Context: an optimization exercise on an open-source flow, tuned for small area, a short achievable clock period and few clock cycles. The choices shown serve that exercise and are no tape-out recipe.
The RTL was checked by simulation tests, not by an equivalence proof against the original design.

==> flow/design.v, too long to show whole: its modules and the start of the top module <==
// module hash64_core: 340 lines
// module hash64_mulacc: 3244 lines
module hash64_core (
    input  wire        clk,
    input  wire        rst,
    input  wire        start,
    input  wire [15:0] base,
    input  wire [15:0] offset,
    input  wire [6:0]  length,
    output wire        busy,
    output reg         done,
    output wire [63:0] digest,
    output reg         mem_req,
    output reg  [15:0] mem_addr,
    input  wire        mem_ack,
    input  wire [63:0] mem_rdata
);
  // ...
==> flow/flow/run.sh <==
#!/bin/bash
set -euo pipefail
MARGIN=${MARGIN:-14}
sed -E "s/SETUP_SLACK_MARGIN=[^ ]+/SETUP_SLACK_MARGIN=${MARGIN}/" standard.sh > standard_margin.sh
grep -q "SETUP_SLACK_MARGIN=${MARGIN}" standard_margin.sh
bash standard_margin.sh > flow_make.log 2>&1
==> flow/standard.sh <==
#!/bin/bash
# synth_recipe.tcl (not shown) runs the flow's synth.tcl, then flattens the netlist and writes it again
# the make line also repeats each setting of config.mk as NAME=value (left out here)
make -C /OpenROAD-flow-scripts/flow DESIGN_CONFIG=/design/flow/config.mk WORK_HOME=/design/flow/orfs CLKGATE_MAP_FILE= SYNTH_SCRIPT=/design/flow/synth_recipe.tcl "${@:-finish}"
==> flow/config.mk <==
export PLATFORM = sky130hd
export DESIGN_NAME = hash64_core
export DESIGN_NICKNAME = hash64_core
export VERILOG_FILES = /design/flow/design.v
export SDC_FILE = /design/flow/constraint.sdc
export NUM_CORES = 4
export LEC_CHECK = 0
export CAP_MARGIN = 20
export CORE_MARGIN = 2
export CORE_UTILIZATION = 30
export PLACE_DENSITY = 0.45
export SETUP_SLACK_MARGIN = 0.5
export SLEW_MARGIN = 20
==> flow/constraint.sdc <==
create_clock -name core_clock -period 24.0 [get_ports {clk}]
set_input_delay 4.8000 -clock core_clock [delete_from_list [all_inputs] [get_ports {clk}]]
set_output_delay 4.8000 -clock core_clock [all_outputs]
set_load 0.01 [all_outputs]
==> summary.txt, run 1 <==
- The flow ran to the end, but the layout failed its checks.
- The reasons given for failing layout checks are antenna violations.
- The remaining antenna violation count is 2.
- During tapcell insertion the tool placed 4325 well taps.
- TritonCTS built the clock tree.
- The gate count of the mapped netlist is 11100.
- The startpoint identified for the worst hold timing path is c_init$_SDFFE_PP0P_.
- The area of the placeable core is 324000 µm².
- In this design, the critical path's most frequently occurring cell is sky130_fd_sc_hd__fa_1.
- The critical path endpoint category is a flop.
- In this design, the largest share of critical-path delay is due to adder cells.
- After clock tree synthesis, the repair step resized 30 gates.
- The top achievable clock speed is 101 MHz.
- The initial antenna violation count is 128.
- The die outline area is 331000 µm².
- The synthesized design contains 555 register bits.
- The number of stages on the worst setup path is 32.
- Setup violations remaining at the end of the flow were counted as 0.
- Sequential cells were found to cover 16.7% of the synthesized design area.
- Detailed routing placed a total of 101000 µm of wire on met3.
- The final count of pins violating max slew is 0.
- The uppermost layer routed is met5.
- STA classifies the critical path startpoint as a flop.
- The die outline height is 575 µm.
- Setup repair after global routing could not meet its margin everywhere.
- The initial standard-cell utilization of the core is 30.2%.
- The half-perimeter wire length after placement is 490000 µm.
- The register-to-register setup slack is 14120 ps.
- The final total negative setup slack is 0 ps.
Testbench counts, summed over its fixed seeds: cycles 18,038.
==> module hash64_core, before the edit <==
module hash64_core (
    input  wire        clk,
    input  wire        rst,
    input  wire        start,
    input  wire [15:0] base,
    input  wire [15:0] offset,
    input  wire [6:0]  length,
    output wire        busy,
    output reg         done,
    output wire [63:0] digest,
    output reg         mem_req,
    output reg  [15:0] mem_addr,
    input  wire        mem_ack,
    input  wire [63:0] mem_rdata
);
    localparam [63:0] K0 = 64'hc3a5c85c97cb3127;
    localparam [63:0] K1 = 64'hb492b66fbe98f273;
    localparam [63:0] K2 = 64'h9ae16a3b2f90404f;
    localparam [63:0] K9 = 64'h71ecbc14ac124357;
    localparam [2:0] T_Z = 3'd0,    
                     T_S = 3'd1,    
                     T_4 = 3'd2,    
                     T_8 = 3'd3,    
                     T_1 = 3'd4,    
                     T_2 = 3'd5,    
                     T_3 = 3'd6;    
    function [63:0] rotr;
        input [63:0] v;
        input integer r;
        rotr = (v >> r) | (v << (64 - r));
    endfunction
    function [63:0] shiftmix;
        input [63:0] v;
        shiftmix = v ^ (v >> 47);
    endfunction
    reg        busy_r;
    reg [2:0]  tr;           
    reg [4:0]  st;           
    reg [15:0] s_addr;       
    reg [6:0]  n;            
    reg [7:0]  mlo;          
    reg [10:0] m9lo;         
    reg [31:0] b_one, b_two, b_neg;   
    reg [63:0] R;            
    reg [63:0] P;            
    reg [63:0] UA, VA, UB, VB;
    assign busy   = busy_r;
    assign digest = P;
    reg        c_fin;
    reg        c_me;                   
    reg        c_xa, c_xb;             
    reg [6:0]  c_y;                    
    reg [5:0]  c_b;                    
    reg        c_cua, c_cub, c_cv;     
    reg        c_acc, c_accb, c_init;  
    reg [1:0]  c_at;                   
    reg [2:0]  c_ua;                   
    reg [2:0]  c_va;                   
    reg [2:0]  c_ub;                   
    reg [1:0]  c_vb;                   
    localparam [6:0] Y_ONE = 7'd1, Y_R = 7'd2, Y_ROT = 7'd4, Y_UA = 7'd8,
                     Y_UB = 7'd16, Y_P = 7'd32, Y_SMP = 7'd64;
    localparam [5:0] B_K1 = 6'd1, B_K2 = 6'd2, B_M = 6'd4, B_M0 = 6'd8,
                     B_M9 = 6'd16, B_K0 = 6'd32;
    localparam CW = 41;
    function [CW-1:0] dec;
        input [2:0] dtr;
        input [4:0] dst;
        reg        d_fin, d_me, d_xa, d_xb, d_cua, d_cub, d_cv, d_acc, d_accb, d_init;
        reg [6:0]  d_y;
        reg [5:0]  d_b;
        reg [1:0]  d_at, d_vb;
        reg [2:0]  d_ua, d_va, d_ub;
        reg        d_req, d_on;
        reg [2:0]  d_k;
        begin
            d_fin = 1'b0; d_me = 1'b0; d_xa = 1'b0; d_xb = 1'b0;
            d_cua = 1'b0; d_cub = 1'b0; d_cv = 1'b0; d_acc = 1'b0; d_accb = 1'b0; d_init = 1'b0;
            d_y = 7'd0; d_b = 6'd0; d_at = 2'd0;
            d_ua = 3'd0; d_va = 3'd0; d_ub = 3'd0; d_vb = 2'd0;
            d_req = 1'b0; d_on = 1'b0; d_k = 3'd0;
            case (dtr)
                T_Z: case (dst)
                    5'd1: begin d_me = 1'b1; d_y = Y_ONE; d_b = B_K2; d_fin = 1'b1; end
                    default: ;
                endcase
                T_S: case (dst)
                    5'd1: d_req = 1'b1;
                    5'd2: begin d_ua = 3'd4; d_va = 3'd5; end
                    5'd3: begin d_me = 1'b1; d_y = Y_UA; d_b = B_K2; end
                    5'd4: begin d_me = 1'b1; d_xa = 1'b1; d_b = B_K0; d_va = 3'd2; end
                    5'd5: d_ua = 3'd2;
                    5'd6: begin d_me = 1'b1; d_y = Y_UA; d_b = B_K2; d_fin = 1'b1; end
                    default: ;
                endcase
                T_4: case (dst)
                    5'd1: d_req = 1'b1;
                    5'd2: begin d_ua = 3'd5; d_va = 3'd4; end
                    5'd3: begin d_me = 1'b1; d_xa = 1'b1; d_y = Y_UA; d_b = B_M; end
                    5'd4: begin d_me = 1'b1; d_xa = 1'b1; d_y = Y_SMP; d_b = B_M; end
                    5'd5: begin d_me = 1'b1; d_y = Y_SMP; d_b = B_M; d_fin = 1'b1; end
                    default: ;
                endcase
                T_8: case (dst)
                    5'd1: d_req = 1'b1;
                    5'd2: begin d_req = 1'b1; d_on = 1'b1; d_k = 3'd1; d_vb = 2'd2; end
                    5'd3: begin d_me = 1'b1; d_y = Y_ROT; d_b = B_M; d_cv = 1'b1; d_ub = 3'd3; end
                    5'd4: begin d_me = 1'b1; d_y = Y_UB; d_b = B_M; d_vb = 2'd3; end
                    5'd5: begin d_me = 1'b1; d_xb = 1'b1; d_y = Y_P; d_b = B_M; d_va = 3'd3; end
                    5'd6: begin d_me = 1'b1; d_xa = 1'b1; d_y = Y_SMP; d_b = B_M; end
                    5'd7: begin d_me = 1'b1; d_y = Y_SMP; d_b = B_M; d_fin = 1'b1; end
                    default: ;
                endcase
                T_1: case (dst)
                    5'd1: begin d_req = 1'b1; d_on = 1'b1; d_k = 3'd1; end
                    5'd2: begin d_req = 1'b1; d_on = 1'b1; d_k = 3'd2;
                                d_me = 1'b1; d_y = Y_R; d_b = B_M; end
                    5'd3: begin d_req = 1'b1; d_k = 3'd0;
                                d_me = 1'b1; d_y = Y_R; d_b = B_K2;
                                d_acc = 1'b1; d_init = 1'b1; d_at = 2'd1; end
                    5'd4: begin d_req = 1'b1; d_k = 3'd1;
                                d_me = 1'b1; d_y = Y_R; d_b = B_K1;
                                d_acc = 1'b1; d_at = 2'd2; end
                    5'd5: begin d_acc = 1'b1; d_at = 2'd0; end
                    5'd6: begin d_me = 1'b1; d_xa = 1'b1; d_y = Y_UA; d_b = B_M; end
                    5'd7: begin d_me = 1'b1; d_xa = 1'b1; d_y = Y_SMP; d_b = B_M; end
                    5'd8: begin d_me = 1'b1; d_y = Y_SMP; d_b = B_M; d_fin = 1'b1; end
                    default: ;
                endcase
                default: case (dst)    
                    5'd1: begin d_req = 1'b1; d_k = 3'd0; end
                    5'd2: begin d_req = 1'b1; d_k = 3'd1;
                                d_me = 1'b1; d_y = Y_R; d_b = B_K1; end
                    5'd3: begin d_req = 1'b1; d_k = 3'd3;
                                d_acc = 1'b1; d_init = 1'b1; d_at = 2'd0; end
                    5'd4: begin d_req = 1'b1; d_k = 3'd2;
                                d_me = 1'b1; d_y = Y_R; d_b = B_M0; end
                    5'd5: begin d_req = 1'b1; d_on = (dtr == T_2); d_k = (dtr == T_2) ? 3'd4 : 3'd4;
                                d_me = 1'b1; d_y = Y_R; d_b = B_K2;
                                d_acc = 1'b1; d_at = 2'd1; end
                    5'd6: begin d_req = 1'b1; d_on = (dtr == T_2); d_k = (dtr == T_2) ? 3'd3 : 3'd5;
                                d_me = 1'b1; d_y = Y_R; d_b = B_K1;
                                d_acc = 1'b1; d_at = 2'd2; end
                    5'd7: begin d_req = 1'b1; d_on = (dtr == T_2); d_k = (dtr == T_2) ? 3'd1 : 3'd7;
                                d_me = 1'b1; d_xa = 1'b1; d_y = Y_UA; d_b = B_M0;
                                d_acc = 1'b1; d_accb = 1'b1; d_init = 1'b1; d_at = 2'd0; end
                    5'd8: begin d_req = 1'b1; d_on = (dtr == T_2); d_k = (dtr == T_2) ? 3'd2 : 3'd6;
                                d_me = 1'b1; d_y = Y_R; d_b = B_M; d_ua = 3'd2; end
                    5'd9: begin d_me = 1'b1; d_y = Y_R; d_b = B_K2;
                                d_acc = 1'b1; d_accb = 1'b1; d_at = 2'd1; end
                    5'd10: begin d_me = 1'b1; d_y = Y_UA; d_b = B_M0;
                                 d_acc = 1'b1; d_accb = 1'b1; d_at = 2'd2; end
                    5'd11: begin d_me = 1'b1; d_xb = 1'b1; d_y = Y_UB; d_b = B_M;
                                 d_ua = 3'd3; end
                    5'd12: begin d_me = 1'b1; d_xb = 1'b1; d_y = Y_SMP; d_b = B_M;
                                 d_req = (dtr == T_3); d_on = 1'b1; d_k = 3'd1; end
                    5'd13: begin
                        d_me = 1'b1; d_y = Y_SMP; d_b = B_M;
                        if (dtr == T_2) begin
                            d_cua = 1'b1;
                        end else begin
                            d_y = Y_R; d_va = 3'd2;
                                d_acc = 1'b1; d_accb = 1'b1; d_at = 2'd3;
                            d_req = 1'b1; d_on = 1'b1; d_k = 3'd2;
                        end
                    end
                    5'd14: begin
                        d_me = 1'b1;
                        if (dtr == T_2) begin
                            d_y = Y_P; d_b = B_M; d_fin = 1'b1;
                        end else begin
                            d_y = Y_R; d_b = B_K2; d_acc = 1'b1; d_at = 2'd1;
                            d_req = 1'b1; d_on = 1'b1; d_k = 3'd4;
                        end
                    end
                    5'd15: if (dtr == T_3) begin
                        d_me = 1'b1; d_y = Y_R; d_b = B_K1; d_acc = 1'b1; d_at = 2'd2;
                        d_req = 1'b1; d_on = 1'b1; d_k = 3'd3;
                    end
                    5'd16: if (dtr == T_3) begin
                        d_me = 1'b1; d_y = Y_UB; d_b = B_M; d_acc = 1'b1; d_at = 2'd0;
                    end
                    5'd17: if (dtr == T_3) begin
                        d_me = 1'b1; d_xa = 1'b1; d_y = Y_UA; d_b = B_M; d_ub = 3'd5;
                    end
                    5'd18: if (dtr == T_3) begin
                        d_me = 1'b1; d_xa = 1'b1; d_y = Y_SMP; d_b = B_M;
                    end
                    5'd19: if (dtr == T_3) begin
                        d_me = 1'b1; d_y = Y_SMP; d_b = B_M9; d_cub = 1'b1; d_fin = 1'b1;
                    end
                    default: ;
                endcase
            endcase
            dec = {d_fin, d_me, d_xa, d_xb, d_cua, d_cub, d_cv, d_acc, d_accb, d_init,
                   d_y, d_b, d_at, d_ua, d_va, d_ub, d_vb, d_req, d_on, d_k};
        end
    endfunction
    wire       go    = start && !busy_r;
    wire       stall = mem_req && !mem_ack;
    wire       adv   = busy_r && !stall;
    wire [2:0] tier_in = (length == 7'd0)  ? T_Z :
                         (length <= 7'd3)  ? T_S :
                         (length <= 7'd7)  ? T_4 :
                         (length <= 7'd16) ? T_8 :
                         (length <= 7'd32) ? T_1 :
                         (length <= 7'd64) ? T_2 : T_3;
    wire [CW-1:0] dw_go = dec(tier_in, 5'd1);
    wire [CW-1:0] dw_nx = dec(tr, st + 5'd1);
    wire [CW-1:0] dw    = go ? dw_go : dw_nx;
    wire [6:0]  off_go  = dw_go[3] ? length - {1'b0, dw_go[2:0], 3'b000} : {1'b0, dw_go[2:0], 3'b000};
    wire [6:0]  off_nx  = dw_nx[3] ? n - {1'b0, dw_nx[2:0], 3'b000} : {1'b0, dw_nx[2:0], 3'b000};
    wire [15:0] s_in  = base + offset;
    wire [7:0]  adj_in  = (length > 7'd64) ? 8'd114 : (length > 7'd32) ? 8'd30 : 8'd0;
    wire [7:0]  mlo_in  = 8'h4f + {length, 1'b0} - adj_in;
    wire [5:0]  b_nx   = dw_nx[23:18];
    wire [63:0] mM     = {K2[63:8], mlo};
    wire [63:0] mM0    = (tr == T_2) ? K2 - 64'd30 : K2 - 64'd114;
    wire [63:0] mM9    = {K9[63:11], m9lo};
    wire [63:0] b_nxt  = ({64{b_nx[0]}} & K1)
                       | ({64{b_nx[1]}} & K2)
                       | ({64{b_nx[2]}} & mM)
                       | ({64{b_nx[3]}} & mM0)
                       | ({64{b_nx[4]}} & mM9)
                       | ({64{b_nx[5]}} & K0);
    wire [63:0] b_next = go ? K2 : b_nxt;
    function [95:0] booth;
        input [63:0] b;
        reg [64:0] bx;
        reg [31:0] o, t, g;
        integer i;
        begin
            bx = {b, 1'b0};
            for (i = 0; i < 32; i = i + 1) begin
                o[i] = bx[2*i+1] ^ bx[2*i];
                t[i] = (bx[2*i+2] & ~bx[2*i+1] & ~bx[2*i]) | (~bx[2*i+2] & bx[2*i+1] & bx[2*i]);
                g[i] = bx[2*i+2];
            end
            booth = {o, t, g};
        end
    endfunction
    always @(posedge clk) begin
        if (go || adv)
            {b_one, b_two, b_neg} <= booth(b_next);
    end
    always @(posedge clk) begin
        if (rst) begin
            busy_r  <= 1'b0;
            done    <= 1'b0;
            mem_req <= 1'b0;
            {c_fin, c_me, c_xa, c_xb, c_cua, c_cub, c_cv, c_acc, c_accb, c_init} <= 10'd0;
            c_y <= 7'd0; c_b <= 6'd0; c_at <= 2'd0;
            c_ua <= 3'd0; c_va <= 3'd0; c_ub <= 3'd0; c_vb <= 2'd0;
        end else if (go || adv) begin
            if (go) begin
                busy_r <= 1'b1;
                done   <= 1'b0;
                tr     <= tier_in;
                n      <= length;
                s_addr <= s_in;
                mlo    <= mlo_in;
            end else if (c_fin) begin
                busy_r <= 1'b0;
                done   <= 1'b1;
            end
            if (!go)
                m9lo <= {3'b000, mlo} + {mlo, 3'b000};    
            st <= go ? 5'd1 : st + 5'd1;
            {c_fin, c_me, c_xa, c_xb, c_cua, c_cub, c_cv, c_acc, c_accb, c_init,
             c_y, c_b, c_at, c_ua, c_va, c_ub, c_vb, mem_req} <= dw[CW-1:4];
            mem_addr <= go ? s_in + {9'd0, off_go} : s_addr + {9'd0, off_nx};
        end
    end
    wire [63:0] smp = shiftmix(P);
    wire [63:0] xop = ({64{c_xa}} & VA) | ({64{c_xb}} & VB);
    wire [63:0] yop = ({64{c_y[0]}} & 64'd1)
                    | ({64{c_y[1]}} & R)
                    | ({64{c_y[2]}} & rotr(R, 37))
                    | ({64{c_y[3]}} & UA)
                    | ({64{c_y[4]}} & UB)
                    | ({64{c_y[5]}} & P)
                    | ({64{c_y[6]}} & smp);
    wire [63:0] mop_a = xop ^ yop;
    wire [63:0] mop_c = ({64{c_cua}} & UA) | ({64{c_cub}} & UB) | ({64{c_cv}} & VB);
    wire [63:0] prod;
    hash64_mulacc mul (.a(mop_a), .bo(b_one), .bt(b_two), .bn(b_neg), .c(mop_c), .p(prod));
    wire        t8    = (c_ub == 3'd3);
    wire [63:0] sumpr = (t8 ? rotr(VB, 25) : P) + R;
    wire [63:0] rk2   = R + K2;
    wire [63:0] u_in  = c_init ? 64'd0 : (c_at == 2'd3) ? (UA >> 17) : c_accb ? UB : UA;
    wire [63:0] v_in  = c_init ? 64'd0 : c_accb ? VB : VA;
    wire [63:0] u_t   = (c_at == 2'd0) ? rotr(sumpr, 43) :
                        (c_at == 2'd1) ? rotr(P, 30) :
                                            (c_at == 2'd2) ? P : (smp >> 21);
    wire [63:0] v_p   = (c_at == 2'd2) ? 64'd0 : P;
    wire [63:0] v_r   = (c_at == 2'd0) ? rotr(rk2, 18) : 64'd0;
    wire [63:0] u_new = u_in + u_t;
    wire [63:0] v_new = v_in + v_p + v_r;
    wire [6:0]  nm1   = n - 7'd1;
    wire [6:0]  nh    = {1'b0, n[6:1]};
    wire [6:0]  nm4   = n - 7'd4;
    wire [7:0]  by_b  = R[{nh[2:0], 3'b000} +: 8];
    wire [7:0]  by_c  = R[{nm1[2:0], 3'b000} +: 8];
    wire [63:0] s_y   = {48'd0, by_b, R[7:0]};
    wire [63:0] s_z   = {54'd0, by_c, n[1:0]};
    wire [63:0] s_u   = {29'd0, R[31:0], 3'b000} + {57'd0, n};
    wire [63:0] s_v   = {32'd0, R[{nm4[1:0], 3'b000} +: 32]};
    always @(posedge clk) begin
        if (mem_req && mem_ack)
            R <= mem_rdata;
        if (adv) begin
            if (c_me) P <= prod;
            case (c_ua)
                3'd1: UA <= (c_acc && !c_accb) ? u_new : UA;
                3'd2: UA <= VA ^ smp;
                3'd3: UA <= smp;
                3'd4: UA <= s_y;
                3'd5: UA <= s_u;
                default: if (c_acc && !c_accb) UA <= u_new;
            endcase
            case (c_va)
                3'd2: VA <= smp;
                3'd3: VA <= P;
                3'd4: VA <= s_v;
                3'd5: VA <= s_z;
                default: if (c_acc && !c_accb) VA <= v_new;
            endcase
            case (c_ub)
                3'd3: UB <= sumpr;
                3'd5: UB <= P;
                default: if (c_acc && c_accb) UB <= u_new;
            endcase
            case (c_vb)
                2'd2: VB <= rk2;
                2'd3: VB <= P;
                default: if (c_acc && c_accb) VB <= v_new;
            endcase
        end
    end
endmodule
==> run 2, diff against run 1 <==
--- a/flow/design.v
+++ b/flow/design.v
@@ -48,39 +48,40 @@
     assign digest = P;
     reg        c_fin;
     reg        c_me;                   
     reg        c_xa, c_xb;             
     reg [6:0]  c_y;                    
     reg [5:0]  c_b;                    
     reg        c_cua, c_cub, c_cv;     
     reg        c_acc, c_accb, c_init;  
+    reg        c_t8;                   
     reg [1:0]  c_at;                   
     reg [2:0]  c_ua;                   
     reg [2:0]  c_va;                   
     reg [2:0]  c_ub;                   
     reg [1:0]  c_vb;                   
     localparam [6:0] Y_ONE = 7'd1, Y_R = 7'd2, Y_ROT = 7'd4, Y_UA = 7'd8,
                      Y_UB = 7'd16, Y_P = 7'd32, Y_SMP = 7'd64;
     localparam [5:0] B_K1 = 6'd1, B_K2 = 6'd2, B_M = 6'd4, B_M0 = 6'd8,
                      B_M9 = 6'd16, B_K0 = 6'd32;
-    localparam CW = 41;
+    localparam CW = 42;
     function [CW-1:0] dec;
         input [2:0] dtr;
         input [4:0] dst;
-        reg        d_fin, d_me, d_xa, d_xb, d_cua, d_cub, d_cv, d_acc, d_accb, d_init;
+        reg        d_fin, d_me, d_xa, d_xb, d_cua, d_cub, d_cv, d_acc, d_accb, d_init, d_t8;
         reg [6:0]  d_y;
         reg [5:0]  d_b;
         reg [1:0]  d_at, d_vb;
         reg [2:0]  d_ua, d_va, d_ub;
         reg        d_req, d_on;
         reg [2:0]  d_k;
         begin
             d_fin = 1'b0; d_me = 1'b0; d_xa = 1'b0; d_xb = 1'b0;
-            d_cua = 1'b0; d_cub = 1'b0; d_cv = 1'b0; d_acc = 1'b0; d_accb = 1'b0; d_init = 1'b0;
+            d_cua = 1'b0; d_cub = 1'b0; d_cv = 1'b0; d_t8 = 1'b0; d_acc = 1'b0; d_accb = 1'b0; d_init = 1'b0;
             d_y = 7'd0; d_b = 6'd0; d_at = 2'd0;
             d_ua = 3'd0; d_va = 3'd0; d_ub = 3'd0; d_vb = 2'd0;
             d_req = 1'b0; d_on = 1'b0; d_k = 3'd0;
             case (dtr)
                 T_Z: case (dst)
                     5'd1: begin d_me = 1'b1; d_y = Y_ONE; d_b = B_K2; d_fin = 1'b1; end
                     default: ;
                 endcase
@@ -99,18 +100,19 @@
                     5'd3: begin d_me = 1'b1; d_xa = 1'b1; d_y = Y_UA; d_b = B_M; end
                     5'd4: begin d_me = 1'b1; d_xa = 1'b1; d_y = Y_SMP; d_b = B_M; end
                     5'd5: begin d_me = 1'b1; d_y = Y_SMP; d_b = B_M; d_fin = 1'b1; end
                     default: ;
                 endcase
                 T_8: case (dst)
                     5'd1: d_req = 1'b1;
                     5'd2: begin d_req = 1'b1; d_on = 1'b1; d_k = 3'd1; d_vb = 2'd2; end
-                    5'd3: begin d_me = 1'b1; d_y = Y_ROT; d_b = B_M; d_cv = 1'b1; d_ub = 3'd3; end
-                    5'd4: begin d_me = 1'b1; d_y = Y_UB; d_b = B_M; d_vb = 2'd3; end
+                    5'd3: begin d_me = 1'b1; d_y = Y_ROT; d_b = B_M; d_cv = 1'b1;
+                                d_acc = 1'b1; d_accb = 1'b1; d_t8 = 1'b1; end
+                    5'd4: begin d_me = 1'b1; d_xb = 1'b1; d_b = B_M; d_vb = 2'd3; end
                     5'd5: begin d_me = 1'b1; d_xb = 1'b1; d_y = Y_P; d_b = B_M; d_va = 3'd3; end
                     5'd6: begin d_me = 1'b1; d_xa = 1'b1; d_y = Y_SMP; d_b = B_M; end
                     5'd7: begin d_me = 1'b1; d_y = Y_SMP; d_b = B_M; d_fin = 1'b1; end
                     default: ;
                 endcase
                 T_1: case (dst)
                     5'd1: begin d_req = 1'b1; d_on = 1'b1; d_k = 3'd1; end
                     5'd2: begin d_req = 1'b1; d_on = 1'b1; d_k = 3'd2;
@@ -187,118 +189,124 @@
                         d_me = 1'b1; d_xa = 1'b1; d_y = Y_SMP; d_b = B_M;
                     end
                     5'd19: if (dtr == T_3) begin
                         d_me = 1'b1; d_y = Y_SMP; d_b = B_M9; d_cub = 1'b1; d_fin = 1'b1;
                     end
                     default: ;
                 endcase
             endcase
-            dec = {d_fin, d_me, d_xa, d_xb, d_cua, d_cub, d_cv, d_acc, d_accb, d_init,
+            dec = {d_fin, d_me, d_xa, d_xb, d_cua, d_cub, d_cv, d_acc, d_accb, d_init, d_t8,
                    d_y, d_b, d_at, d_ua, d_va, d_ub, d_vb, d_req, d_on, d_k};
         end
     endfunction
     wire       go    = start && !busy_r;
     wire       stall = mem_req && !mem_ack;
     wire       adv   = busy_r && !stall;
+    wire       hold  = busy_r && stall;
     wire [2:0] tier_in = (length == 7'd0)  ? T_Z :
                          (length <= 7'd3)  ? T_S :
                          (length <= 7'd7)  ? T_4 :
                          (length <= 7'd16) ? T_8 :
                          (length <= 7'd32) ? T_1 :
                          (length <= 7'd64) ? T_2 : T_3;
     wire [CW-1:0] dw_go = dec(tier_in, 5'd1);
     wire [CW-1:0] dw_nx = dec(tr, st + 5'd1);
-    wire [CW-1:0] dw    = go ? dw_go : dw_nx;
-    wire [6:0]  off_go  = dw_go[3] ? length - {1'b0, dw_go[2:0], 3'b000} : {1'b0, dw_go[2:0], 3'b000};
+    wire [CW-1:0] dw    = busy_r ? dw_nx : dw_go;
+    wire        t1_in   = (tier_in == T_1);
+    wire [15:0] addr_go = base + offset + ({16{t1_in}} & ({9'd0, length} + 16'hfff8));
     wire [6:0]  off_nx  = dw_nx[3] ? n - {1'b0, dw_nx[2:0], 3'b000} : {1'b0, dw_nx[2:0], 3'b000};
     wire [15:0] s_in  = base + offset;
     wire [7:0]  adj_in  = (length > 7'd64) ? 8'd114 : (length > 7'd32) ? 8'd30 : 8'd0;
     wire [7:0]  mlo_in  = 8'h4f + {length, 1'b0} - adj_in;
     wire [5:0]  b_nx   = dw_nx[23:18];
     wire [63:0] mM     = {K2[63:8], mlo};
     wire [63:0] mM0    = (tr == T_2) ? K2 - 64'd30 : K2 - 64'd114;
     wire [63:0] mM9    = {K9[63:11], m9lo};
     wire [63:0] b_nxt  = ({64{b_nx[0]}} & K1)
                        | ({64{b_nx[1]}} & K2)
                        | ({64{b_nx[2]}} & mM)
                        | ({64{b_nx[3]}} & mM0)
                        | ({64{b_nx[4]}} & mM9)
                        | ({64{b_nx[5]}} & K0);
-    wire [63:0] b_next = go ? K2 : b_nxt;
+    wire [63:0] b_next = busy_r ? b_nxt : K2;
     function [95:0] booth;
         input [63:0] b;
         reg [64:0] bx;
         reg [31:0] o, t, g;
         integer i;
         begin
             bx = {b, 1'b0};
             for (i = 0; i < 32; i = i + 1) begin
                 o[i] = bx[2*i+1] ^ bx[2*i];
                 t[i] = (bx[2*i+2] & ~bx[2*i+1] & ~bx[2*i]) | (~bx[2*i+2] & bx[2*i+1] & bx[2*i]);
                 g[i] = bx[2*i+2];
             end
             booth = {o, t, g};
         end
     endfunction
     always @(posedge clk) begin
-        if (go || adv)
+        if (!hold)
             {b_one, b_two, b_neg} <= booth(b_next);
     end
     always @(posedge clk) begin
+        if (!busy_r) begin
+            tr     <= tier_in;
+            n      <= length;
+            s_addr <= s_in;
+            mlo    <= mlo_in;
+        end else if (!stall) begin
+            m9lo   <= {3'b000, mlo} + {mlo, 3'b000};    
+        end
+        if (!hold) begin
+            st <= busy_r ? st + 5'd1 : 5'd1;
+            {c_fin, c_me, c_xa, c_xb, c_cua, c_cub, c_cv, c_acc, c_accb, c_init, c_t8,
+             c_y, c_b, c_at, c_ua, c_va, c_ub, c_vb} <= dw[CW-1:5];
+            mem_addr <= busy_r ? s_addr + {9'd0, off_nx} : addr_go;
+        end
+    end
+    always @(posedge clk) begin
         if (rst) begin
             busy_r  <= 1'b0;
             done    <= 1'b0;
             mem_req <= 1'b0;
-            {c_fin, c_me, c_xa, c_xb, c_cua, c_cub, c_cv, c_acc, c_accb, c_init} <= 10'd0;
-            c_y <= 7'd0; c_b <= 6'd0; c_at <= 2'd0;
-            c_ua <= 3'd0; c_va <= 3'd0; c_ub <= 3'd0; c_vb <= 2'd0;
-        end else if (go || adv) begin
-            if (go) begin
-                busy_r <= 1'b1;
-                done   <= 1'b0;
-                tr     <= tier_in;
-                n      <= length;
-                s_addr <= s_in;
-                mlo    <= mlo_in;
-            end else if (c_fin) begin
+        end else if (go) begin
+            busy_r  <= 1'b1;
+            done    <= 1'b0;
+            mem_req <= dw_go[4];
+        end else if (adv) begin
+            mem_req <= dw_nx[4];
+            if (c_fin) begin
                 busy_r <= 1'b0;
                 done   <= 1'b1;
             end
-            if (!go)
-                m9lo <= {3'b000, mlo} + {mlo, 3'b000};    
-            st <= go ? 5'd1 : st + 5'd1;
-            {c_fin, c_me, c_xa, c_xb, c_cua, c_cub, c_cv, c_acc, c_accb, c_init,
-             c_y, c_b, c_at, c_ua, c_va, c_ub, c_vb, mem_req} <= dw[CW-1:4];
-            mem_addr <= go ? s_in + {9'd0, off_go} : s_addr + {9'd0, off_nx};
         end
     end
     wire [63:0] smp = shiftmix(P);
     wire [63:0] xop = ({64{c_xa}} & VA) | ({64{c_xb}} & VB);
     wire [63:0] yop = ({64{c_y[0]}} & 64'd1)
                     | ({64{c_y[1]}} & R)
                     | ({64{c_y[2]}} & rotr(R, 37))
                     | ({64{c_y[3]}} & UA)
                     | ({64{c_y[4]}} & UB)
                     | ({64{c_y[5]}} & P)
                     | ({64{c_y[6]}} & smp);
     wire [63:0] mop_a = xop ^ yop;
     wire [63:0] mop_c = ({64{c_cua}} & UA) | ({64{c_cub}} & UB) | ({64{c_cv}} & VB);
     wire [63:0] prod;
     hash64_mulacc mul (.a(mop_a), .bo(b_one), .bt(b_two), .bn(b_neg), .c(mop_c), .p(prod));
-    wire        t8    = (c_ub == 3'd3);
-    wire [63:0] sumpr = (t8 ? rotr(VB, 25) : P) + R;
+    wire [63:0] sumpr = P + R;
     wire [63:0] rk2   = R + K2;
     wire [63:0] u_in  = c_init ? 64'd0 : (c_at == 2'd3) ? (UA >> 17) : c_accb ? UB : UA;
-    wire [63:0] v_in  = c_init ? 64'd0 : c_accb ? VB : VA;
+    wire [63:0] v_in  = c_init ? 64'd0 : c_t8 ? rotr(VB, 25) : c_accb ? VB : VA;
     wire [63:0] u_t   = (c_at == 2'd0) ? rotr(sumpr, 43) :
                         (c_at == 2'd1) ? rotr(P, 30) :
                                             (c_at == 2'd2) ? P : (smp >> 21);
-    wire [63:0] v_p   = (c_at == 2'd2) ? 64'd0 : P;
-    wire [63:0] v_r   = (c_at == 2'd0) ? rotr(rk2, 18) : 64'd0;
+    wire [63:0] v_p   = (c_at == 2'd2 || c_t8) ? 64'd0 : P;
+    wire [63:0] v_r   = c_t8 ? R : (c_at == 2'd0) ? rotr(rk2, 18) : 64'd0;
     wire [63:0] u_new = u_in + u_t;
     wire [63:0] v_new = v_in + v_p + v_r;
     wire [6:0]  nm1   = n - 7'd1;
     wire [6:0]  nh    = {1'b0, n[6:1]};
     wire [6:0]  nm4   = n - 7'd4;
     wire [7:0]  by_b  = R[{nh[2:0], 3'b000} +: 8];
     wire [7:0]  by_c  = R[{nm1[2:0], 3'b000} +: 8];
     wire [63:0] s_y   = {48'd0, by_b, R[7:0]};
@@ -321,17 +329,16 @@
             case (c_va)
                 3'd2: VA <= smp;
                 3'd3: VA <= P;
                 3'd4: VA <= s_v;
                 3'd5: VA <= s_z;
                 default: if (c_acc && !c_accb) VA <= v_new;
             endcase
             case (c_ub)
-                3'd3: UB <= sumpr;
                 3'd5: UB <= P;
                 default: if (c_acc && c_accb) UB <= u_new;
             endcase
             case (c_vb)
                 2'd2: VB <= rk2;
                 2'd3: VB <= P;
                 default: if (c_acc && c_accb) VB <= v_new;
             endcase
@@ -3541,44 +3548,76 @@
     wire s2041 = s2035 ^ k1974 ^ k1976;
     wire k2042 = (s2035 & k1974) | (k1976 & (s2035 ^ k1974));
     wire s2043 = s2037 ^ s2039 ^ k1978;
     wire k2044 = (s2037 & s2039) | (k1978 & (s2037 ^ s2039));
     wire s2045 = s2041 ^ k1980 ^ s2043;
     wire k2046 = (s2041 & k1980) | (s2043 & (s2041 ^ k1980));
     wire s2047 = k1982 ^ s2045;
     wire k2048 = k1982 & s2045;
-    wire s2049 = c[63] ^ pp0_63 ^ pp1_61;
-    wire s2051 = pp2_59 ^ pp3_57 ^ pp4_55;
-    wire s2053 = pp5_53 ^ pp6_51 ^ pp7_49;
-    wire s2055 = pp8_47 ^ pp9_45 ^ pp10_43;
-    wire s2057 = pp11_41 ^ pp12_39 ^ pp13_37;
-    wire s2059 = pp14_35 ^ pp15_33 ^ pp16_31;
-    wire s2061 = pp17_29 ^ pp18_27 ^ pp19_25;
-    wire s2063 = pp20_23 ^ pp21_21 ^ pp22_19;
-    wire s2065 = pp23_17 ^ pp24_15 ^ pp25_13;
-    wire s2067 = pp26_11 ^ pp27_9 ^ pp28_7;
-    wire s2069 = pp29_5 ^ pp30_3 ^ pp31_1;
-    wire s2071 = k1986 ^ k1988 ^ k1990;
-    wire s2073 = k1992 ^ k1994 ^ k1996;
-    wire s2075 = k1998 ^ k2000 ^ k2002;
-    wire s2077 = k2004 ^ k2006 ^ s2049;
-    wire s2079 = s2051 ^ s2053 ^ s2055;
-    wire s2081 = s2057 ^ s2059 ^ s2061;
-    wire s2083 = s2063 ^ s2065 ^ s2067;
-    wire s2085 = s2069 ^ k2008 ^ k2010;
-    wire s2087 = k2012 ^ k2014 ^ k2016;
-    wire s2089 = k2018 ^ k2020 ^ s2071;
-    wire s2091 = s2073 ^ s2075 ^ s2077;
-    wire s2093 = s2079 ^ s2081 ^ s2083;
-    wire s2095 = k2022 ^ k2024 ^ k2026;
-    wire s2097 = s2085 ^ k2028 ^ k2030;
-    wire s2099 = s2087 ^ s2089 ^ s2091;
-    wire s2101 = s2093 ^ k2032 ^ k2034;
-    wire s2103 = s2095 ^ k2036 ^ s2097;
-    wire s2105 = s2099 ^ k2038 ^ k2040;
-    wire s2107 = s2101 ^ s2103 ^ k2042;
-    wire s2109 = s2105 ^ k2044 ^ s2107;
-    wire s2111 = k2046 ^ s2109;
-    wire [63:0] r0 = {k2048, k1984, k1922, k1860, k1800, k1740, k1682, k1624, k1568, k1512, k1458, k1404, k1352, k1300, k1250, k1200, k1152, k1104, k1058, k1012, k968, k924, k882, k840, s837, k760, k722, k684, k648, k612, k578, k544, k512, k480, k450, k420, k392, s389, k338, k312, k288, k264, k242, k220, k200, k180, k162, k144, k128, k112, k98, k84, s81, k60, k50, k40, s37, k24, s21, s15, s9, s5, pp0_1, pp0_0};
-    wire [63:0] r1 = {s2111, s2047, s1983, s1921, s1859, s1799, s1739, s1681, s1623, s1567, s1511, s1457, s1403, s1351, s1299, s1249, s1199, s1151, s1103, s1057, s1011, s967, s923, s881, s839, s799, s759, s721, s683, s647, s611, s577, s543, s511, s479, s449, s419, s391, s363, s337, s311, s287, s263, s241, s219, s199, s179, s161, s143, s127, s111, s97, s83, s71, s59, s49, s39, s31, s23, s17, s11, s7, s3, s1};
+    wire s2049 = c[63] ^ pp0_63;
+    wire s2050 = pp1_61 ^ pp2_59;
+    wire s2051 = pp3_57 ^ pp4_55;
+    wire s2052 = pp5_53 ^ pp6_51;
+    wire s2053 = pp7_49 ^ pp8_47;
+    wire s2054 = pp9_45 ^ pp10_43;
+    wire s2055 = pp11_41 ^ pp12_39;
+    wire s2056 = pp13_37 ^ pp14_35;
+    wire s2057 = pp15_33 ^ pp16_31;
+    wire s2058 = pp17_29 ^ pp18_27;
+    wire s2059 = pp19_25 ^ pp20_23;
+    wire s2060 = pp21_21 ^ pp22_19;
+    wire s2061 = pp23_17 ^ pp24_15;
+    wire s2062 = pp25_13 ^ pp26_11;
+    wire s2063 = pp27_9 ^ pp28_7;
+    wire s2064 = pp29_5 ^ pp30_3;
+    wire s2065 = pp31_1 ^ s2049;
+    wire s2066 = s2050 ^ s2051;
+    wire s2067 = s2052 ^ s2053;
+    wire s2068 = s2054 ^ s2055;
+    wire s2069 = s2056 ^ s2057;
+    wire s2070 = s2058 ^ s2059;
+    wire s2071 = s2060 ^ s2061;
+    wire s2072 = s2062 ^ s2063;
+    wire s2073 = s2064 ^ k1986;
+    wire s2074 = k1988 ^ k1990;
+    wire s2075 = k1992 ^ k1994;
+    wire s2076 = k1996 ^ k1998;
+    wire s2077 = k2000 ^ k2002;
+    wire s2078 = k2004 ^ k2006;
+    wire s2079 = s2065 ^ s2066;
+    wire s2080 = s2067 ^ s2068;
+    wire s2081 = s2069 ^ s2070;
+    wire s2082 = s2071 ^ s2072;
+    wire s2083 = s2073 ^ s2074;
+    wire s2084 = s2075 ^ s2076;
+    wire s2085 = s2077 ^ s2078;
+    wire s2086 = s2079 ^ s2080;
+    wire s2087 = s2081 ^ s2082;
+    wire s2088 = k2008 ^ k2010;
+    wire s2089 = k2012 ^ s2083;
+    wire s2090 = s2084 ^ s2085;
+    wire s2091 = s2086 ^ s2087;
+    wire s2092 = k2014 ^ k2016;
+    wire s2093 = k2018 ^ k2020;
+    wire s2094 = s2088 ^ s2089;
+    wire s2095 = s2090 ^ s2091;
+    wire s2096 = s2092 ^ s2093;
+    wire s2097 = k2022 ^ s2094;
+    wire s2098 = s2095 ^ k2024;
+    wire s2099 = k2026 ^ s2096;
+    wire s2100 = s2097 ^ k2028;
+    wire s2101 = k2030 ^ s2098;
+    wire s2102 = s2099 ^ s2100;
+    wire s2103 = k2032 ^ s2101;
+    wire s2104 = k2034 ^ s2102;
+    wire s2105 = k2036 ^ s2103;
+    wire s2106 = s2104 ^ s2105;
+    wire s2107 = k2038 ^ k2040;
+    wire s2108 = s2106 ^ s2107;
+    wire s2109 = k2042 ^ s2108;
+    wire s2110 = s2109 ^ k2044;
+    wire s2111 = s2110 ^ k2046;
+    wire s2112 = s2111 ^ k2048;
+    wire [63:0] r0 = {s2112, k1984, k1922, k1860, k1800, k1740, k1682, k1624, k1568, k1512, k1458, k1404, k1352, k1300, k1250, k1200, k1152, k1104, k1058, k1012, k968, k924, k882, k840, s837, k760, k722, k684, k648, k612, k578, k544, k512, k480, k450, k420, k392, s389, k338, k312, k288, k264, k242, k220, k200, k180, k162, k144, k128, k112, k98, k84, s81, k60, k50, k40, s37, k24, s21, s15, s9, s5, pp0_1, pp0_0};
+    wire [63:0] r1 = {1'b0, s2047, s1983, s1921, s1859, s1799, s1739, s1681, s1623, s1567, s1511, s1457, s1403, s1351, s1299, s1249, s1199, s1151, s1103, s1057, s1011, s967, s923, s881, s839, s799, s759, s721, s683, s647, s611, s577, s543, s511, s479, s449, s419, s391, s363, s337, s311, s287, s263, s241, s219, s199, s179, s161, s143, s127, s111, s97, s83, s71, s59, s49, s39, s31, s23, s17, s11, s7, s3, s1};
     assign p = r0 + r1;
 endmodule
==> run 2 against run 1 <==
Net effect: flip-flop and latch count shrank 1; die area is 0.29% higher; sequential share of layout area rose by 0.18 points; non-clock buffer count down 34; first-iteration DRC count fell by 4.2%; wire length fell by 4.2%; utilization is essentially flat; now clean on timing, DRC and antenna; clock skew rose by 6.9 ps; highest routed layer unchanged.
==> summary.txt, run 2 <==
- The run finished with no timing, DRC or antenna violations.
- The routed via count is 97400.
- Compared with the post-synthesis result, the final layout area differs by 12.0%.
- The area of the placeable core was 325000 µm² (+0.16%).
- The number of endpoints failing setup at the final stage came to 0 (unchanged).
- The via count of the first global-routing pass was 92500.
- The detail-routed via count per cell is 6.35.
- The top achievable clock speed is 99.9 MHz (-1.3%).
- The die extent in x is 576 µm.
- In the final layout, the share of cells above drive strength 1 is 8.62%.
- The final count of pins violating max slew is 0 (unchanged).
- The slowest stage cell on the critical path is sky130_fd_sc_hd__edfxtp_1.
- The final cycle utilization of the critical path is 41.7%.
- The die outline area is 332000 µm² (+0.29%).
- The origin of the critical flop-to-flop path is P[5]$_DFFE_PP_.
- In this run the worst path has a maximum fanout of 38.
- For the worst setup path, the data required time is 24530 ps.
- The type of the worst setup path is flop to flop.
- STA classifies the critical path endpoint as a flop.
- Setup repair after global routing could not meet its margin everywhere.
- Counting instances in the post-synthesis netlist gives the leading cell types as sky130_fd_sc_hd__xnor2_1 (1274), sky130_fd_sc_hd__a22oi_1 (1126), sky130_fd_sc_hd__inv_1 (1104).
- Among the stages of the critical path, the cell type that occurs most often is sky130_fd_sc_hd__fa_1.
- The proportion of netlist area held by the largest area contributor is 21.1%.
- Row generation in the floorplan step produced 209 rows.
- The gate count of the mapped netlist is 11100 (-0.55%).
- After synthesis the cells add up to 98100 µm².
- The buffer depth of the longest clock path is 3.
- The final total negative setup slack is 0 ps (unchanged).
- The die outline height was 576 µm (+0.15%).
- The worst setup path is launched from a flop.
- The post-route DRC violation count is 0.
- The headroom to the max-slew limit is 8.65%.
- Max-cap violations in this run came to 0.
- The number of DRC violations after detailed-routing iteration 0 is 17200.
- Before antenna repair, the detailed router went through 7 iterations.
- The clock net sink count is 554.
- The first-pass GRT wire length is 842000 µm.
- The critical path's largest stage delay is 1110 ps.
- Following the worst setup path forward leads to its endpoint at P[62]$_DFFE_PP_.
- The actual transition at the worst max-transition pin is 1330 ps.
- At the end of the flow, the number of nets in the layout was 12400.
- Counting the fill cells in the layout gives 33800.
- The most critical setup path has its startpoint at P[5]$_DFFE_PP_.
- Yosys mapped a number of flops with a built-in enable equal to 551.
- The wire length per cell is 41.5 µm.
- The total instance count after detailed placement is 15100.
- Clock latency on the worst-skew pair, taken at its later pin, is 800 ps.
- The post-layout instance count excluding filler cells is 15300.
- The remaining antenna violation count was 0 (-2).
- The number of hold violations in the final report is 0.
- For this run, the leading register cell type out of synthesis is sky130_fd_sc_hd__edfxtp_1.
- The register area share after synthesis is 16.9% (+0.22 points).
- In this run the critical register-to-register path is captured at P[62]$_DFFE_PP_.
- The count of state elements after synthesis is 554 (-0.18%).
- For this run, the number of Yosys warnings is 1.
- The largest net degree at the start of global routing is 101.
- The number of CTS-inserted buffers is 81.
- The initial antenna violation count was 100 (-22%).
- The number of buffers inserted by hold repair at cts is 0.
- The number of cell instances on the worst register-to-register path is 30.
- In this run the worst hold path is classified as flop to flop.
- The H-tree generated during clock tree synthesis spans 3 levels.
- Yosys mapped the design onto 103 distinct sky130hd cell types.
- Global routing used 37.1% of the available tracks across all layers.
- 190 I/O pins were placed.
- In the post-synthesis netlist, the biggest area contributors are sky130_fd_sc_hd__fa_1 (21%), sky130_fd_sc_hd__edfxtp_1 (17%), sky130_fd_sc_hd__xnor2_1 (11%), sky130_fd_sc_hd__a22oi_1 (8.6%), sky130_fd_sc_hd__ha_1 (5.1%).
- The clock tree root buffer cell is sky130_fd_sc_hd__clkbuf_16.
- After synthesis, the mean cell area works out to 8.86 µm².
- The half-perimeter wire length after placement came to 462000 µm (-5.8%).
- The count of buffers added on input and output ports is 189.
- The register clock-pin slew on the reported worst setup and hold paths is 70 ps.
- The register-to-register setup slack is 13990 ps (-130 ps).
- The dominant cell type by area after synthesis is sky130_fd_sc_hd__fa_1.
- The top cell types in the final layout, fill and taps aside, are sky130_fd_sc_hd__xnor2_1 (1229), sky130_fd_sc_hd__a22oi_1 (1124), sky130_fd_sc_hd__inv_1 (1099).
- Leaving out fill and tap cells, the most frequent cell in the layout is sky130_fd_sc_hd__xnor2_1.
- The post-route worst hold slack is 486 ps.
- The routed design has 637000 µm of wire.
- Routability-driven placement finished with a final weighted congestion of 1.08.
- The initial standard-cell utilization of the core is 30.2% (+0.040 points).
- The share of flip-flops with an asynchronous set or reset is 0%.
- The global route total overflow is 0.
- The arrival time of data at the critical path endpoint is 10540 ps.
- The clock tree from TritonCTS is yes.
- The worst setup skew after layout is 108 ps.
- The most frequent cell after synthesis is sky130_fd_sc_hd__xnor2_1.
- The final critical delay including setup and external delays is 10010 ps.
==> run 2: worst min path at each step <==
stage                     depth (start not counted)             from                   to
final                                             1  c_fin$_DFFE_PN_  busy_r$_SDFFE_PP0P_
after global routing                              1  c_fin$_DFFE_PN_  busy_r$_SDFFE_PP0P_
after floorplan                                   1  c_fin$_DFFE_PN_  busy_r$_SDFFE_PP0P_
after CTS                                         1  c_fin$_DFFE_PN_  busy_r$_SDFFE_PP0P_
after global placement                            1  c_fin$_DFFE_PN_  busy_r$_SDFFE_PP0P_
after detailed placement                          1  c_fin$_DFFE_PN_  busy_r$_SDFFE_PP0P_
==> run 2: per-stage QoR <==
stage	setup WS, ps	cell area, µm²	util [%]
floorplan	15020	98200	-
global placement	12770	106000	32.6
detailed placement	12820	106000	32.6
CTS	13890	109000	33.6
global route	13830	110000	33.8
finish	13990	110000	33.8
==> run 2: final cells by class <==
type | count | area (µm²) | share of cell area (%)
Antenna cell | 72 | 180 | 0.164
Clock buffer | 93 | 2070 | 1.89
Clock inverter | 56 | 726 | 0.661
Inverter | 1123 | 4220 | 3.84
Multi-Input combinational cell | 8416 | 74400 | 67.7
Sequential cell | 554 | 16600 | 15.1
Tap cell | 4325 | 5410 | 4.93
Timing Repair Buffer | 690 | 6230 | 5.67
==> run 2: logic make-up after synthesis <==
family / Yosys count / synth area share, %
adders and majority gates: 1430 / 26.1
and+or+nand+nor: 2084 / 9.78
xor gates and xnor gates: 1552 / 13.9
other: 1 / 0.00382
muxes: 311 / 4.43
DFF: 554 / 16.9
buffers and inverters: 2121 / 8.15
AOI/OAI and AO/OA: 3024 / 20.7
==> run 2: layer usage <==
metal	vias to the layer above	routed length [µm]	track usage, %
met3	1891	93100	16.1
met4	54	47100	22.2
met1	49300	244000	47.4
li1	37900	-	-
met5	-	904	1.10
met2	8275	251000	51.0
==> run 2: timing repair <==
action / in CTS / in global routing
gates cloned: 2 / 4
resized for setup: 68 / 65
setup endpoints to repair: 13 / 11
pin swaps: 6 / 5
setup buffers: 16 / 5
==> run 2: critical path: cells and delay by family, from the launching register on <==
family / cells / cell delay, ps
xor gates and xnor gates: 3 / 960
buffers and inverters: 6 / 1170
adders and majority gates: 8 / 3410
AOI/OAI and AO/OA: 4 / 980
DFF: 1 / 1110
and+or+nand+nor: 9 / 2020
Testbench counts of run 2, summed over its fixed seeds: cycles 18,038.

-- port drivers added, routing unchanged --
How much do the figures lean on ideal ports? The routed layouts below were timed once more, with nothing changed but the port constraints. Step 1 assumes that a clkbuf_16 drives the clock port and a buf_2 every other input. Step 2 moves the port delays by t, midway between the first and last clock arrival at a register: inputs arrive t later, outputs are due t later. That takes back most of the time a late clock gives input paths. a / b / c = ideal / step 1 / step 2; a / b = the first two.
run | t, ns | setup WS [ns] | hold slack, ns
run 1 | 0.966 | 14.118 / 14.118 / 14.118 | 0.459 / 0.459 / 0.459
run 2 | 0.841 | 13.988 / 13.988 / 13.780 | 0.486 / 0.486 / 0.486
The setup slack of run 2, which loses most, moves by 0.000 ns with the drivers and by -0.208 ns with both steps.
